From an optimization exercise on the open Yosys and OpenROAD flow, aimed at small area, a short achievable clock period and few clock cycles; shortcuts taken in it are not production practice. Only simulation tests tie the RTL to the original design; equivalence was not proved. Power figures rest on the tool's default switching activity, not on a simulated workload.

<file path="constraint.sdc">
create_clock -name core_clock -period 24.0 [get_ports {clk}]
set_input_delay 4.8000 -clock core_clock [delete_from_list [all_inputs] [get_ports {clk}]]
set_output_delay 4.8000 -clock core_clock [all_outputs]
set_load 0.01 [all_outputs]
</file>
<file path="config.mk">
export PLATFORM = sky130hd
export DESIGN_NAME = zmc_servo
export DESIGN_NICKNAME = zmc_servo
export VERILOG_FILES = /design/flow/design.v
export SDC_FILE = /design/flow/constraint.sdc
export NUM_CORES = 4
export LEC_CHECK = 0
export ABC_CLOCK_PERIOD_IN_PS = 6000
export CAP_MARGIN = 20
export CORE_MARGIN = 2
export CORE_UTILIZATION = 40
export PLACE_DENSITY = 0.6
export SLEW_MARGIN = 20
</file>
<file path="design.v">
module zmc_pid_step #(
    parameter G = 4
) (
    input                    clk,
    input                    first,      
    input                    en,
    input  [G-1:0]           kp_dig,
    input  [G-1:0]           ki_dig,
    input  [G-1:0]           kd_dig,
    input  signed [17:0]     e,
    input  signed [18:0]     d,
    input  signed [31:0]     i,
    output reg signed [34:0] acc_p,
    output reg signed [49:0] acc_i
);
    reg signed [34:0] sp;
    reg signed [49:0] si;
    integer j;
    always @* begin
        sp = first ? 35'sd0 : (acc_p <<< G);
        si = first ? 50'sd0 : (acc_i <<< G);
        for (j = 0; j < G; j = j + 1) begin
            sp = sp + ((kp_dig[j] ? {{17{e[17]}}, e} : 35'sd0) <<< j);
            si = si + ((kp_dig[j] ? {{32{e[17]}}, e} : 50'sd0) <<< j)
                    + ((ki_dig[j] ? {{18{i[31]}}, i} : 50'sd0) <<< j)
                    + ((kd_dig[j] ? {{31{d[18]}}, d} : 50'sd0) <<< j);
        end
    end
    always @(posedge clk) begin
        if (en) begin
            acc_p <= sp;
            acc_i <= si;
        end
    end
endmodule
module zmc_divider (
    input                    clk,
    input                    rst,
    input                    load,       
    input  signed [35:0]     num,
    input  [15:0]            den,        
    input                    hi,         
    output                   idle,
    output reg               done,       
    output signed [35:0]     q,
    output signed [35:0]     qx,         
    output                   qc
);
    localparam NW = 36;
    function [5:0] blen36(input [35:0] v);
        reg [8:0] nz;
        reg [3:0] gi;
        reg [3:0] nib;
        reg [1:0] pos;
        integer i;
        begin
            for (i = 0; i < 9; i = i + 1) nz[i] = |v[4*i +: 4];
            gi = 4'd0;
            for (i = 0; i < 9; i = i + 1) if (nz[i]) gi = i;
            nib = v[4*gi +: 4];
            pos = nib[3] ? 2'd3 : nib[2] ? 2'd2 : nib[1] ? 2'd1 : 2'd0;
            blen36 = (nz == 9'd0) ? 6'd0 : {gi, 2'b00} + pos + 6'd1;
        end
    endfunction
    function [4:0] blen16(input [15:0] v);
        integer i;
        begin
            blen16 = 5'd0;
            for (i = 0; i < 16; i = i + 1)
                if (v[i]) blen16 = i + 1;
        end
    endfunction
    reg [1:0]    st;         
    reg [3:0]    cnt;
    reg [NW-1:0] m;
    reg [15:0]   r;
    reg [15:0]   dvs;
    reg [15:0]   dvs_m1;
    reg [17:0]   dvs3;
    reg          neg, hi_q;
    assign idle = (st == 2'd0);
    wire [NW-1:0] mx   = m;               
    wire [5:0]    bn   = blen36(mx);
    wire [4:0]    bd   = blen16(dvs);
    wire signed [7:0] nit = $signed({2'b00, bn}) - $signed({3'b000, bd}) + 8'sd1;
    wire [3:0]    nst  = (nit <= 0) ? 4'd0 : ((nit[6:0] + 7'd3) >> 2);    
    wire [6:0]    sh   = NW - {nst, 2'b00};
    wire [NW+15:0] ld  = {16'd0, mx} << sh;
    wire [NW-1:0]  pad = neg ? ~({NW{1'b1}} << sh) : {NW{1'b0}};
    wire [1:0]     qi  = {2{neg}};
    reg [15:0]   rs [0:2];
    reg [NW-1:0] ms [0:2];
    integer k;
    always @* begin
        rs[0] = r;
        ms[0] = m;
        for (k = 0; k < 2; k = k + 1) begin : st4
            reg [17:0] s;
            reg [18:0] t1, t2, t3;
            s  = {rs[k], ms[k][NW-1:NW-2]};
            t1 = {1'b0, s} - {3'b000, dvs};
            t2 = {1'b0, s} - {2'b00, dvs, 1'b0};
            t3 = {1'b0, s} - {1'b0, dvs3};
            if (!t3[18]) begin
                rs[k+1] = t3[15:0];
                ms[k+1] = {ms[k][NW-3:0], 2'b11 ^ qi};
            end else if (!t2[18]) begin
                rs[k+1] = t2[15:0];
                ms[k+1] = {ms[k][NW-3:0], 2'b10 ^ qi};
            end else if (!t1[18]) begin
                rs[k+1] = t1[15:0];
                ms[k+1] = {ms[k][NW-3:0], 2'b01 ^ qi};
            end else begin
                rs[k+1] = s[15:0];
                ms[k+1] = {ms[k][NW-3:0], 2'b00 ^ qi};
            end
        end
    end
    wire        cin  = hi_q ? 1'b0 : (neg ? (r != dvs_m1) : (r != 16'd0));
    assign qx = m;
    assign qc = cin;
    assign q  = qx + {{(NW-1){1'b0}}, cin};
    always @(posedge clk) begin
        if (rst) begin
            st   <= 2'd0;
            done <= 1'b0;
            cnt  <= 4'd0;
            m    <= {NW{1'b0}};
            r    <= 16'd0;
            dvs  <= 16'd0;
            dvs_m1 <= 16'd0;
            dvs3 <= 18'd0;
            neg  <= 1'b0;
            hi_q <= 1'b0;
        end else begin
            done <= 1'b0;
            case (st)
                2'd1: begin
                    m    <= ld[NW-1:0] | pad;
                    r    <= ld[NW+15:NW];
                    cnt  <= nst;
                    dvs3 <= {2'b00, dvs} + {1'b0, dvs, 1'b0};
                    if (nst == 4'd0) begin
                        done <= 1'b1;
                        st   <= 2'd0;
                    end else begin
                        st   <= 2'd2;
                    end
                end
                2'd2: begin
                    m   <= ms[2];
                    r   <= rs[2];
                    cnt <= cnt - 4'd1;
                    if (cnt == 4'd1) begin
                        st   <= 2'd0;
                        done <= 1'b1;
                    end
                end
                default: ;
            endcase
            if (load) begin
                m    <= num[35] ? ~num : num;
                neg  <= num[35];
                hi_q <= hi;
                dvs  <= den;
                dvs_m1 <= den - 16'd1;
                st   <= 2'd1;
            end
        end
    end
endmodule
module zmc_servo #(
    parameter PPR      = 2000,   
    parameter S_P      = 8,      
    parameter S_C      = 8,      
    parameter N_D      = 4,      
    parameter DUTY_MAX = 4095    
) (
    input             clk,
    input             rst,
    input             in_valid,
    output            in_ready,
    input      [1:0]  in_op,
    input      [15:0] in_enc,
    input      [15:0] in_cur,
    input      [15:0] in_pos_sp,
    input      [15:0] in_limit,
    input      [15:0] kp_p,
    input      [15:0] ki_p,
    input      [15:0] kd_p,
    input      [15:0] kp_c,
    input      [15:0] ki_c,
    input      [15:0] kd_c,
    output reg        out_valid,
    output     [15:0] trk_abs,
    output     [15:0] cur_sp,
    output     [15:0] duty,
    output            bwd
);
    localparam G  = 4;              
    localparam NM = 16 / G;         
    localparam OP_TRACK  = 2'd0;
    localparam OP_RUN    = 2'd1;
    localparam OP_ZERO   = 2'd2;
    localparam OP_TRESET = 2'd3;
    localparam S_IDLE = 4'd0;
    localparam S_T1   = 4'd1;    
    localparam S_T3P  = 4'd3;    
    localparam S_MACP = 4'd4;
    localparam S_CMPP = 4'd5;
    localparam S_T3C  = 4'd7;    
    localparam S_MACC = 4'd8;
    localparam S_CMPC = 4'd9;
    reg [3:0]  st;
    reg [1:0]  mcnt;                
    reg        mfirst;
    reg [1:0]  op_q;
    reg [15:0] enc_q, pos_q, lim_q;
    reg [14:0] lcur_q;              
    reg [15:0] kpp_q, kip_q, kdp_q, kpc_q, kic_q, kdc_q;
    reg [10:0] trk;
    reg signed [31:0] p_integ, c_integ;
    reg signed [17:0] p_ep, c_ep;
    reg signed [18:0] p_dv, c_dv;
    reg [1:0]         p_dc, c_dc;
    reg [15:0] up_q;
    reg [10:0] trk_o;
    reg [15:0] cs_o;
    reg [11:0] duty_o;
    assign trk_abs = {5'd0, trk_o};
    assign cur_sp  = cs_o;
    assign duty    = {4'd0, duty_o};
    assign bwd     = cs_o[15];
    reg signed [17:0] e_m;
    reg               dhi, dloop, dcmpl;
    reg               dbusy;
    wire div_idle = !dbusy;
    wire [11:0] rx  = {1'b0, enc_q[10:0]} + {2'b00, enc_q[15:11], 5'd0} + {3'b000, enc_q[15:11], 4'd0};
    wire        rc  = (rx >= 12'd2000);
    wire [10:0] raw = rc ? rx - 12'd2000 : rx[10:0];
    wire signed [17:0] y    = $signed({2'b00, pos_q}) - $signed({6'd0, rx});
    wire               lt_a = y < -18'sd1000;
    wire               lt_b = y < -18'sd3000;
    wire               ge_a = y >= 18'sd1000;
    wire               ge_b = y >= -18'sd1000;
    wire               p_lt = rc ? lt_b : lt_a;
    wire               p_ge = rc ? ge_b : ge_a;
    wire signed [17:0] y_m1 = y - 18'sd2000;
    wire signed [17:0] y_p1 = y + 18'sd2000;
    wire signed [17:0] y_p2 = y + 18'sd4000;
    wire signed [17:0] pe_s = rc ? (p_lt ? y_p2 : p_ge ? y    : y_p1)
                                 : (p_lt ? y_p1 : p_ge ? y_m1 : y);
    function signed [17:0] ec_of(input [15:0] v, input [14:0] lc);
        reg [15:0] m;
        begin
            m = v[15] ? -v : v;
            ec_of = $signed({2'b00, m}) - $signed({3'b000, lc});
        end
    endfunction
    reg                lsel;       
    wire               lc      = lsel;
    reg signed [31:0]  x_m;
    reg signed [18:0]  d_m;
    reg signed [17:0]  hi_r, lo_r;
    reg                kinz;
    wire signed [31:0] integ   = lc ? c_integ : p_integ;
    wire signed [17:0] ep      = lc ? c_ep : p_ep;
    wire signed [18:0] dv      = lc ? c_dv : p_dv;
    wire [1:0]         dc      = lc ? c_dc : p_dc;
    wire signed [32:0] isum    = integ + e_m;
    wire signed [31:0] i_sat   = (isum > 33'sd2147483647)  ? 32'sh7fffffff :
                                 (isum < -33'sd2147483648) ? 32'sh80000000 : isum[31:0];
    wire signed [18:0] d_samp  = e_m - ep;
    wire               samp    = (dc == 2'd0);
    wire signed [18:0] d_new   = samp ? d_samp : dv;
    wire signed [17:0] ep_new  = samp ? e_m : ep;
    wire [1:0]         dc_new  = dc + 2'd1;
    wire        nx_c   = (st == S_T3C) || (st == S_MACC);
    wire [15:0] g_kp   = nx_c ? kpc_q : kpp_q;
    wire [15:0] g_ki   = nx_c ? kic_q : kip_q;
    wire [15:0] g_kd   = nx_c ? kdc_q : kdp_q;
    wire [15:0] g_or   = g_kp | g_ki | g_kd;
    wire [1:0]  g_top  = (g_or[15:12] != 4'd0) ? 2'd3 :
                         (g_or[11:8]  != 4'd0) ? 2'd2 :
                         (g_or[7:4]   != 4'd0) ? 2'd1 : 2'd0;
    wire [1:0]  ndig   = (st == S_T3P || st == S_T3C) ? g_top : mcnt - 2'd1;
    reg [G-1:0] kp_dig, ki_dig, kd_dig;
    always @(posedge clk) begin
        kp_dig <= g_kp[ndig*G +: G];
        ki_dig <= g_ki[ndig*G +: G];
        kd_dig <= g_kd[ndig*G +: G];
    end
    reg         mac_c;                
    wire signed [34:0] acc_p;
    wire signed [49:0] acc_i;
    zmc_pid_step #(.G(G)) u_mac (
        .clk(clk), .first(mfirst), .en(st == S_MACP || st == S_MACC),
        .kp_dig(kp_dig), .ki_dig(ki_dig), .kd_dig(kd_dig),
        .e(e_m), .d(d_m), .i(x_m), .acc_p(acc_p), .acc_i(acc_i)
    );
    wire               cmp_c  = mac_c;
    wire signed [49:0] rawv   = acc_i;
    wire signed [41:0] uf     = rawv >>> 8;
    wire signed [17:0] hi     = hi_r;
    wire signed [17:0] lo     = lo_r;
    wire               sat_hi = uf > hi;
    wire               sat_lo = uf < lo;
    wire [15:0]        u16    = sat_hi ? hi[15:0] : sat_lo ? lo[15:0] : rawv[23:8];
    wire signed [35:0] num_h  = ($signed(hi) <<< 8) - acc_p;
    wire signed [35:0] num_l  = ($signed(lo) <<< 8) - acc_p;
    wire signed [35:0] numv   = sat_hi ? num_h : num_l;
    wire [15:0]        ki_cur = cmp_c ? kic_q : kip_q;
    wire               need_div = (sat_hi | sat_lo) && kinz;
    wire [15:0]        rmid   = rawv[23:8];
    wire signed [17:0] ec_m_p = $signed({2'b00, rmid}) - $signed({3'b000, lcur_q});
    wire signed [17:0] ec_m_n = $signed({2'b00, ~rmid}) + $signed({3'b111, ~lcur_q}) + 18'sd2;
    wire signed [17:0] e_c    = sat_hi ? ec_of(hi[15:0], lcur_q) :
                                sat_lo ? ec_of(lo[15:0], lcur_q) :
                                rmid[15] ? ec_m_n : ec_m_p;
    wire               dv_load = ((st == S_CMPP) || (st == S_CMPC)) && need_div && div_idle;
    wire               dv_done;
    wire signed [35:0] qv, qx;
    wire               qc;
    zmc_divider u_div (
        .clk(clk), .rst(rst), .load(dv_load), .num(numv), .den(ki_cur), .hi(sat_hi),
        .idle(), .done(dv_done), .q(qv), .qx(qx), .qc(qc)
    );
    wire signed [31:0] icur = dloop ? c_integ : p_integ;
    wire signed [35:0] ic36 = icur;
    wire signed [35:0] dq   = qx - ic36;
    wire               d_m1 = &dq;
    wire               d_z  = (dq == 36'sd0);
    wire               take = dhi ? (dq[35] && !(qc && d_m1))
                                  : (qc ? !dq[35] : (!dq[35] && !d_z));
    wire               x_lt = qx[35] && (qx[35:31] != 5'b11111);         
    wire               x_em = (qx[35:31] == 5'b11110) && (&qx[30:0]);      
    wire               x_ge = !qx[35] && (qx[35:31] != 5'b00000);        
    wire               x_eq = (qx[35:31] == 5'b00000) && (&qx[30:0]);      
    wire               oor  = dhi ? (x_lt && !(qc && x_em)) : (x_ge || (qc && x_eq));
    wire signed [31:0] satv = dhi ? 32'sh80000000 : 32'sh7fffffff;
    wire signed [31:0] q32  = qx[31:0] + {31'd0, qc};
    wire signed [31:0] inew = take ? (oor ? satv : q32) : icur;
    wire               df_c  = dv_done && dloop;
    wire signed [37:0] qe    = qx + e_m + $signed({37'd0, qc});
    wire signed [31:0] qe_s  = (qe > 38'sd2147483647)  ? 32'sh7fffffff :
                               (qe < -38'sd2147483648) ? 32'sh80000000 : qe[31:0];
    wire signed [32:0] se    = satv + e_m;
    wire signed [31:0] se_s  = (se > 33'sd2147483647)  ? 32'sh7fffffff :
                               (se < -33'sd2147483648) ? 32'sh80000000 : se[31:0];
    wire signed [31:0] i_t3c = (df_c && take) ? (oor ? se_s : qe_s) : i_sat;
    wire is_run    = (op_q == OP_RUN);
    reg  rdy;                      
    reg  rdy_n;                    
    assign in_ready = !rdy_n;
    wire accept    = in_valid && rdy;
    reg  [3:0] st_n;
    reg        dbusy_n;
    always @* begin
        st_n = st;
        case (st)
            S_T1:   st_n = is_run ? S_T3P : (div_idle ? S_IDLE : S_T1);
            S_T3P:  st_n = S_MACP;
            S_T3C:  st_n = (div_idle || df_c) ? S_MACC : S_T3C;
            S_MACP: st_n = (mcnt == 2'd0) ? S_CMPP : S_MACP;
            S_MACC: st_n = (mcnt == 2'd0) ? S_CMPC : S_MACC;
            S_CMPP: st_n = (!need_div || div_idle) ? S_T3C : S_CMPP;
            S_CMPC: st_n = S_IDLE;
            default: ;
        endcase
        if (accept) st_n = S_T1;
        dbusy_n = dbusy;
        if (dv_done) dbusy_n = 1'b0;
        if (dv_load) dbusy_n = 1'b1;
    end
    wire [1:0] op_n = accept ? in_op : op_q;
    always @(posedge clk) begin
        if (rst) begin
            st        <= S_IDLE;
            rdy       <= 1'b1;
            rdy_n     <= 1'b0;
            lsel      <= 1'b0;
            x_m       <= 32'sd0;
            d_m       <= 19'sd0;
            hi_r      <= 18'sd0;
            lo_r      <= 18'sd0;
            kinz      <= 1'b0;
            mcnt      <= 2'd0;
            mfirst    <= 1'b0;
            out_valid <= 1'b0;
            op_q      <= 2'd0;
            enc_q     <= 16'd0;
            pos_q     <= 16'd0;
            lim_q     <= 16'd0;
            lcur_q    <= 15'd0;
            kpp_q     <= 16'd0;
            kip_q     <= 16'd0;
            kdp_q     <= 16'd0;
            kpc_q     <= 16'd0;
            kic_q     <= 16'd0;
            kdc_q     <= 16'd0;
            trk       <= 11'd0;
            p_integ   <= 32'sd0;
            c_integ   <= 32'sd0;
            p_ep      <= 18'sd0;
            c_ep      <= 18'sd0;
            p_dv      <= 19'sd0;
            c_dv      <= 19'sd0;
            p_dc      <= 2'd0;
            c_dc      <= 2'd0;
            up_q      <= 16'd0;
            trk_o     <= 11'd0;
            cs_o      <= 16'd0;
            duty_o    <= 12'd0;
            e_m       <= 18'sd0;
            dhi       <= 1'b0;
            dloop     <= 1'b0;
            dcmpl     <= 1'b0;
            dbusy     <= 1'b0;
        end else begin
            out_valid <= 1'b0;
            rdy   <= (st_n == S_IDLE) || (st_n == S_CMPC) ||
                     (st_n == S_T1 && op_n != OP_RUN && !dbusy_n);
            rdy_n <= !((st_n == S_IDLE) || (st_n == S_CMPC) ||
                       (st_n == S_T1 && op_n != OP_RUN && !dbusy_n));
            if (dv_done) begin
                if (dloop) c_integ <= inew;
                else       p_integ <= inew;
                if (dcmpl) out_valid <= 1'b1;
                dbusy <= 1'b0;
            end
            case (st)
                S_T1: begin
                    case (op_q)
                        OP_TRACK, OP_RUN: trk <= raw;
                        OP_TRESET:        trk <= 11'd0;
                        default: ;
                    endcase
                    if (is_run) begin
                        lsel <= 1'b0;
                        e_m <= pe_s;
                        st  <= S_T3P;
                    end
                    else if (div_idle) begin
                        if (op_q == OP_ZERO) begin
                            p_integ <= 32'sd0; c_integ <= 32'sd0;
                            p_ep    <= 18'sd0; c_ep    <= 18'sd0;
                            p_dv    <= 19'sd0; c_dv    <= 19'sd0;
                            p_dc    <= 2'd0;   c_dc    <= 2'd0;
                        end
                        trk_o     <= (op_q == OP_TRACK) ? raw : (op_q == OP_TRESET) ? 11'd0 : trk;
                        out_valid <= 1'b1;
                        st        <= S_IDLE;
                    end
                end
                S_T3P, S_T3C: begin
                    if (st == S_T3P || div_idle || df_c) begin
                        if (lc) begin
                            c_integ <= i_t3c; c_ep <= ep_new; c_dv <= d_new; c_dc <= dc_new;
                        end else begin
                            p_integ <= i_sat; p_ep <= ep_new; p_dv <= d_new; p_dc <= dc_new;
                        end
                        x_m  <= lc ? i_t3c : i_sat;
                        d_m  <= d_new;
                        hi_r <= lc ? 18'sd4095 : $signed({2'b00, lim_q});
                        lo_r <= lc ? 18'sd0    : -$signed({2'b00, lim_q});
                        kinz <= lc ? (kic_q != 16'd0) : (kip_q != 16'd0);
                        mcnt   <= g_top;
                        mfirst <= 1'b1;
                        mac_c  <= lc;
                        st    <= lc ? S_MACC : S_MACP;
                    end
                end
                S_MACP, S_MACC: begin
                    mcnt   <= mcnt - 2'd1;
                    mfirst <= 1'b0;
                    if (mcnt == 2'd0) st <= (st == S_MACP) ? S_CMPP : S_CMPC;
                end
                S_CMPP: begin
                    if (!need_div || div_idle) begin
                        up_q    <= u16;
                        e_m     <= e_c;
                        lsel    <= 1'b1;
                        if (need_div) begin
                            dhi   <= sat_hi;
                            dloop <= 1'b0;
                            dcmpl <= 1'b0;
                            dbusy <= 1'b1;
                        end
                        st <= S_T3C;
                    end
                end
                S_CMPC: begin
                    trk_o   <= trk;
                    cs_o    <= up_q;
                    duty_o  <= u16[11:0];
                    if (need_div) begin
                        dhi   <= sat_hi;
                        dloop <= 1'b1;
                        dcmpl <= 1'b1;
                        dbusy <= 1'b1;
                    end else begin
                        out_valid <= 1'b1;
                    end
                    st <= S_IDLE;
                end
                default: ;
            endcase
            if (rdy) begin
                op_q   <= in_op;
                enc_q  <= in_enc;
                pos_q  <= in_pos_sp;
                lim_q  <= in_limit;
                lcur_q <= in_cur[15] ? 15'h7fff : in_cur[14:0];
                kpp_q  <= kp_p;
                kip_q  <= ki_p;
                kdp_q  <= kd_p;
                kpc_q  <= kp_c;
                kic_q  <= ki_c;
                kdc_q  <= kd_c;
            end
            if (accept) st <= S_T1;
        end
    end
endmodule
</file>
<file path="run.sh">
#!/bin/bash
# synth_recipe.tcl (not shown) runs the flow's synth.tcl, then flattens the netlist and writes it again
# the make line also repeats each setting of config.mk as NAME=value (left out here)
make -C /OpenROAD-flow-scripts/flow DESIGN_CONFIG=/design/flow/config.mk WORK_HOME=/design/flow/orfs CLKGATE_MAP_FILE= SYNTH_SCRIPT=/design/flow/synth_recipe.tcl finish
</file>
==> flow_summary.html <==
<table>
<tr><th>Metric</th><th>Value</th></tr>
<tr><th colspan="2">Worst setup path</th></tr>
<tr><td>Critical Path Slowest Stage Cell</td><td>xor2_1</td></tr>
<tr><td>Critical path depth in cells</td><td>30</td></tr>
<tr><td>WP data arrival</td><td>9.29 ns</td></tr>
<tr><td>Largest stage delay on the critical path</td><td>~0.91 ns</td></tr>
<tr><td>Required time of the critical path</td><td>about 25 ns</td></tr>
<tr><td>Crit path buffers/inverters</td><td>3</td></tr>
<tr><td>Maximum fanout encountered on the critical timing path</td><td>22</td></tr>
<tr><td>Crit end category</td><td>register</td></tr>
<tr><td>Cell occurring most often along the worst timing path</td><td>nor2_1</td></tr>
<tr><td>Element type at the critical path start</td><td>register</td></tr>
<tr><td>Top Family by Delay on Critical Path</td><td>compound AO/OA/AOI/OAI gates</td></tr>
<tr><td>Number of cells on the worst reg-to-reg path</td><td>30</td></tr>
<tr><td>Category of the critical setup timing path</td><td>reg2reg</td></tr>
<tr><th colspan="2">CTS</th></tr>
<tr><td>Num CTS Buffers</td><td>84</td></tr>
<tr><td>Total number of clock tree sinks</td><td>696</td></tr>
<tr><td>Clock transition at the register clock pins on the worst setup and hold paths after CTS</td><td>0.06 ns</td></tr>
<tr><td>Cts repair resizes</td><td>0</td></tr>
<tr><td>Max Buffers Root-to-Sink</td><td>3</td></tr>
<tr><td>CTS hold repair buffers</td><td>0</td></tr>
<tr><td>Clock root buffer master</td><td>clkbuf_16</td></tr>
<tr><td>Maximum level of the CTS H-tree</td><td>3</td></tr>
<tr><td>Post-CTS Setup Repair Bufs</td><td>0</td></tr>
<tr><td>CTS tree</td><td>built</td></tr>
<tr><td>Later-pin clock latency in the skew report</td><td>0.73 ns</td></tr>
<tr><th colspan="2">Finish</th></tr>
<tr><td>Most frequent standard cell in the layout excluding fill and tap cells</td><td>nand2_1</td></tr>
<tr><td>Share of layout cells above drive strength 1</td><td>0.0497</td></tr>
<tr><td>Area of all placed cells without fillers</td><td>around 0.08 mm^2</td></tr>
<tr><td>Number of nets in the layout</td><td>10036</td></tr>
<tr><td>Post-synthesis to final-layout area growth</td><td>10.3%</td></tr>
<tr><td>Final standard cell count with taps included and fillers excluded</td><td>11232</td></tr>
<tr><td>Commonest non-fill, non-tap cells in the layout</td><td>886 x nand2_1, 858 x nor2_1, 614 x a21oi_1</td></tr>
<tr><th colspan="2">Hold path</th></tr>
<tr><td>Number of cells on the worst hold path</td><td>2</td></tr>
<tr><td>Type of the tightest min-delay check</td><td>reg2reg</td></tr>
<tr><th colspan="2">Synthesis</th></tr>
<tr><td>Proportion of synthesized chip area in sequential cells</td><td>0.205</td></tr>
<tr><td>Synthesis warning total</td><td>5</td></tr>
<tr><td>Post-synthesis cell count</td><td>a little under 9000</td></tr>
<tr><td>Post-synth top flop</td><td>dfxtp_1</td></tr>
<tr><td>Number of synthesized flops with an enable pin</td><td>86</td></tr>
<tr><td>Share of flip-flops with an asynchronous set or reset after synthesis</td><td>0</td></tr>
<tr><td>Synth cell types</td><td>108</td></tr>
<tr><td>Number of flip-flops and latches in the synthesized netlist</td><td>696</td></tr>
<tr><td>Post-synthesis cell area</td><td>around 0.072 mm^2</td></tr>
<tr><td>Synth Area per Inst</td><td>just over 8 um^2</td></tr>
<tr><th colspan="2">Floorplan</th></tr>
<tr><td>Starting density of the core</td><td>0.403</td></tr>
<tr><td>Number of placed I/O pins</td><td>216</td></tr>
<tr><td>Cell row count</td><td>155</td></tr>
<tr><td>DIE HEIGHT</td><td>428 um</td></tr>
<tr><td>Die Outline Area</td><td>0.183 mm^2</td></tr>
<tr><td>Core Footprint</td><td>~0.18 mm^2</td></tr>
<tr><td>Width of the die</td><td>428 um</td></tr>
<tr><th colspan="2">Placement</th></tr>
<tr><td>Buffers added on ports</td><td>roughly 200</td></tr>
<tr><td>Total placed cells including tap cells</td><td>~11000</td></tr>
<tr><td>Worst slack at placement</td><td>around 15 ns</td></tr>
<tr><td>Detail Placement HPWL</td><td>about 210000 um</td></tr>
<tr><td>Cell area after placement</td><td>0.0765 mm^2</td></tr>
<tr><td>GP Congestion</td><td>1.00</td></tr>
<tr><th colspan="2">STA</th></tr>
<tr><td>Max-slew violation count</td><td>0</td></tr>
<tr><td>Number of endpoints with negative hold slack in the final report</td><td>0</td></tr>
<tr><td>Post-layout worst setup margin</td><td>15.33 ns</td></tr>
<tr><td>Worst slew margin</td><td>0.142</td></tr>
<tr><td>Upper clock frequency limit</td><td>115 MHz</td></tr>
<tr><td>Setup violation total in the final timing report</td><td>0</td></tr>
<tr><td>Largest clock skew in the final design</td><td>roughly 0.04 ns</td></tr>
<tr><td>Time the worst path needs with I/O delays and setup</td><td>~8.7 ns</td></tr>
<tr><td>Slew at the pin with the worst max-slew slack</td><td>1.28 ns</td></tr>
<tr><td>Setup repair after global routing missed its margin</td><td>no</td></tr>
<tr><td>Ratio of final minimum period to clock period</td><td>0.361</td></tr>
<tr><td>Setup TNS</td><td>0 ns</td></tr>
<tr><th colspan="2">Global routing</th></tr>
<tr><td>Number of global-route vias before repair</td><td>between 60000 and 70000</td></tr>
<tr><td>Overall track demand over capacity in global routing</td><td>0.283</td></tr>
<tr><td>Largest net degree at the start of global routing</td><td>88</td></tr>
<tr><td>Global-route wire length before repair</td><td>404000 um</td></tr>
<tr><td>Leftover overflow at the end of global routing</td><td>0</td></tr>
<tr><td>Antenna violations before repair</td><td>7</td></tr>
<tr><th colspan="2">Route</th></tr>
<tr><td>Final antenna-violating net count</td><td>0</td></tr>
<tr><td>Residual DRC</td><td>0</td></tr>
<tr><td>Length of the first detailed-routing pass in iterations</td><td>6</td></tr>
<tr><td>DRC marker count from the first detailed-route iteration</td><td>5751</td></tr>
<tr><td>Average vias per placed instance</td><td>5.90</td></tr>
<tr><td>Total length of routed wires</td><td>about 270000 um</td></tr>
<tr><td>Wire length per cell</td><td>roughly 24 um</td></tr>
<tr><td>Via count of the routed design</td><td>roughly 66000</td></tr>
<tr><th colspan="2">Pwr</th></tr>
<tr><td>Leakage power summed over all cells</td><td>~35 nW</td></tr>
<tr><td>Total Power Consumption</td><td>about 3.3 mW</td></tr>
<tr><td>Maximum VDD drop</td><td>approximately 0.049 mV</td></tr>
<tr><td>PD cells</td><td>41.4 mW/mm^2</td></tr>
<tr><th colspan="2">Status</th></tr>
<tr><td>Run status</td><td>complete, no violations</td></tr>
<tr><th colspan="2">Job</th></tr>
<tr><td>Number of max-cap violations</td><td>0</td></tr>
</table>
==> state kept, by name (all words and copies together) (netlist names), 18 cells and up <==
| name | count |
|---|---|
| lo_r | 18 |
| u_mac.acc_p | 35 |
| e_m | 18 |
| u_div.m | 36 |
| c_integ | 32 |
| c_ep | 18 |
| u_mac.acc_i | 50 |
| x_m | 32 |
| d_m | 19 |
| p_ep | 18 |
| u_div.dvs3 | 18 |
| c_dv | 19 |
| p_integ | 32 |
| p_dv | 19 |
==> worst paths after layout <==
path / slack, ns / endpoint / startpoint
max: 15.33 / u_div.m[26] / u_div.m[13]
min: 0.45 / cs_o[6] / up_q[6]
max reg2reg: 15.33 / u_div.m[26] / u_div.m[13]
min reg2reg: 0.45 / cs_o[6] / up_q[6]
==> cell families (layout without fill, tap and decap cells) <==
| kind of cell | after synthesis | count (layout) | synth area share |
|---|---|---|---|
| xor+xnor | 495 | 495 | 0.0603 |
| other cells | 1 | 12 | 0.0000521 |
| mux | 412 | 412 | 0.0584 |
| buf+inv | 1050 | 1098 | 0.0557 |
| compound gates | 2262 | 2262 | 0.202 |
| simple gates | 2837 | 2837 | 0.181 |
| fa+ha+maj | 1065 | 1065 | 0.237 |
| flops | 696 | 696 | 0.205 |
==> cells in the mapped netlist, drive strengths merged (20+ instances only) <==
| cell type | number | area (um^2) |
|---|---|---|
| o211ai | 81 | 608 |
| xor2 | 178 | 1570 |
| o31ai | 45 | 353 |
| a2111oi | 20 | 181 |
| fa | 503 | 10100 |
| o21a | 78 | 593 |
| nand3 | 193 | 966 |
| clkbuf | 375 | 1410 |
| o21bai | 49 | 368 |
| and2 | 158 | 988 |
| inv | 613 | 2300 |
| ha | 558 | 6980 |
| nor2b | 100 | 626 |
| a211oi | 134 | 1020 |
| dfxtp | 610 | 12200 |
| a221oi | 27 | 236 |
| o21ai | 533 | 2670 |
| a21oi | 619 | 3100 |
| mux2i | 351 | 3510 |
| o22ai | 65 | 419 |
| a21o | 148 | 1110 |
| nor2 | 862 | 3240 |
| a31o | 23 | 201 |
| nand2 | 888 | 3340 |
| a22oi | 64 | 480 |
| and3 | 60 | 375 |
| mux2 | 61 | 691 |
| nand2b | 68 | 425 |
| nand4 | 55 | 344 |
| buf | 60 | 295 |
| a31oi | 84 | 526 |
| edfxtp | 86 | 2580 |
| or2 | 24 | 150 |
| a21boi | 46 | 345 |
| xnor2 | 317 | 2780 |
| or3 | 66 | 418 |
| nor3 | 218 | 1110 |
| a211o | 25 | 219 |
| nor4 | 71 | 457 |
==> routing by layer <==
metal / share of wire / vias to the layer above / global-route usage
li1: - / 30978 / -
met1: 0.43 / 32364 / 0.374
met2: 0.46 / 2392 / 0.458
met3: 0.069 / 518 / 0.0459
met4: 0.046 / 0 / 0.116
met5: 0 / - / 0
==> report_power, final <==
| part | leakage [nW] | internal, mW | switching (mW) |
|---|---|---|---|
| registers | 5.74 | 1.21 | 0.0418 |
| logic | 27.5 | 0.254 | 0.416 |
| clock network | 1.40 | 0.808 | 0.563 |
==> area by class of cell <==
| cell class | instances | area, um^2 |
|---|---|---|
| Timing Repair Buffer | 333 | 3030 |
| Multi-Input combinational cell | 7080 | 53400 |
| Inverter | 615 | 2310 |
| Clock buffer | 122 | 2450 |
| Clock inverter | 28 | 427 |
| Fill cell | 17683 | 99200 |
| Antenna cell | 3 | 7.51 |
| Tap cell | 2355 | 2950 |
| Sequential cell | 696 | 14800 |
==> tightest hold or removal path: stages, from the launching register on <==
cell and delay [ns]:
dfxtp_1 0.31, nand2_1 0.05, a21oi_1 0.05
==> metrics by stage <==
step           hold WS [ns]   util
2_1_floorplan         0.420      -
3_5_place_dp          0.441  0.428
6_report              0.449  0.444
4_1_cts               0.452  0.444
3_3_place_gp          0.434  0.428
5_1_grt               0.478  0.444
Testbench counts, summed over its fixed seeds: cycles 125,559.

## re-timing with driven ports
The flow's constraints put no driver on any port. The routed layout listed below was extracted and timed again, unchanged, in two steps. Step 1 (the two cells are an assumption about what drives the block):
set clk [get_ports {clk}]
set_driving_cell -lib_cell sky130_fd_sc_hd__clkbuf_16 $clk
set_driving_cell -lib_cell sky130_fd_sc_hd__buf_2 [delete_from_list [all_inputs] $clk]
Step 2 times the ports against the registers' clock, not the clock port: input delays grow and output delays shrink by t, the midpoint of the rising clock arrivals with the driver on. Three values: no drivers, after step 1, after step 2; two values: the first two.
t (ns): 0.793
slack for setup (ns): 15.330 / 15.330 / 15.330
hold WS [ns]: 0.449 / 0.449 / 0.449
latest minus earliest clock arrival (ns): 0.039 / 0.039
worst register clock-pin slew, ns: 0.07 / 0.07
After both steps this run still meets setup and hold. For this run, drivers alone change the setup slack by 0.000 ns; drivers and shift together by 0.000 ns.
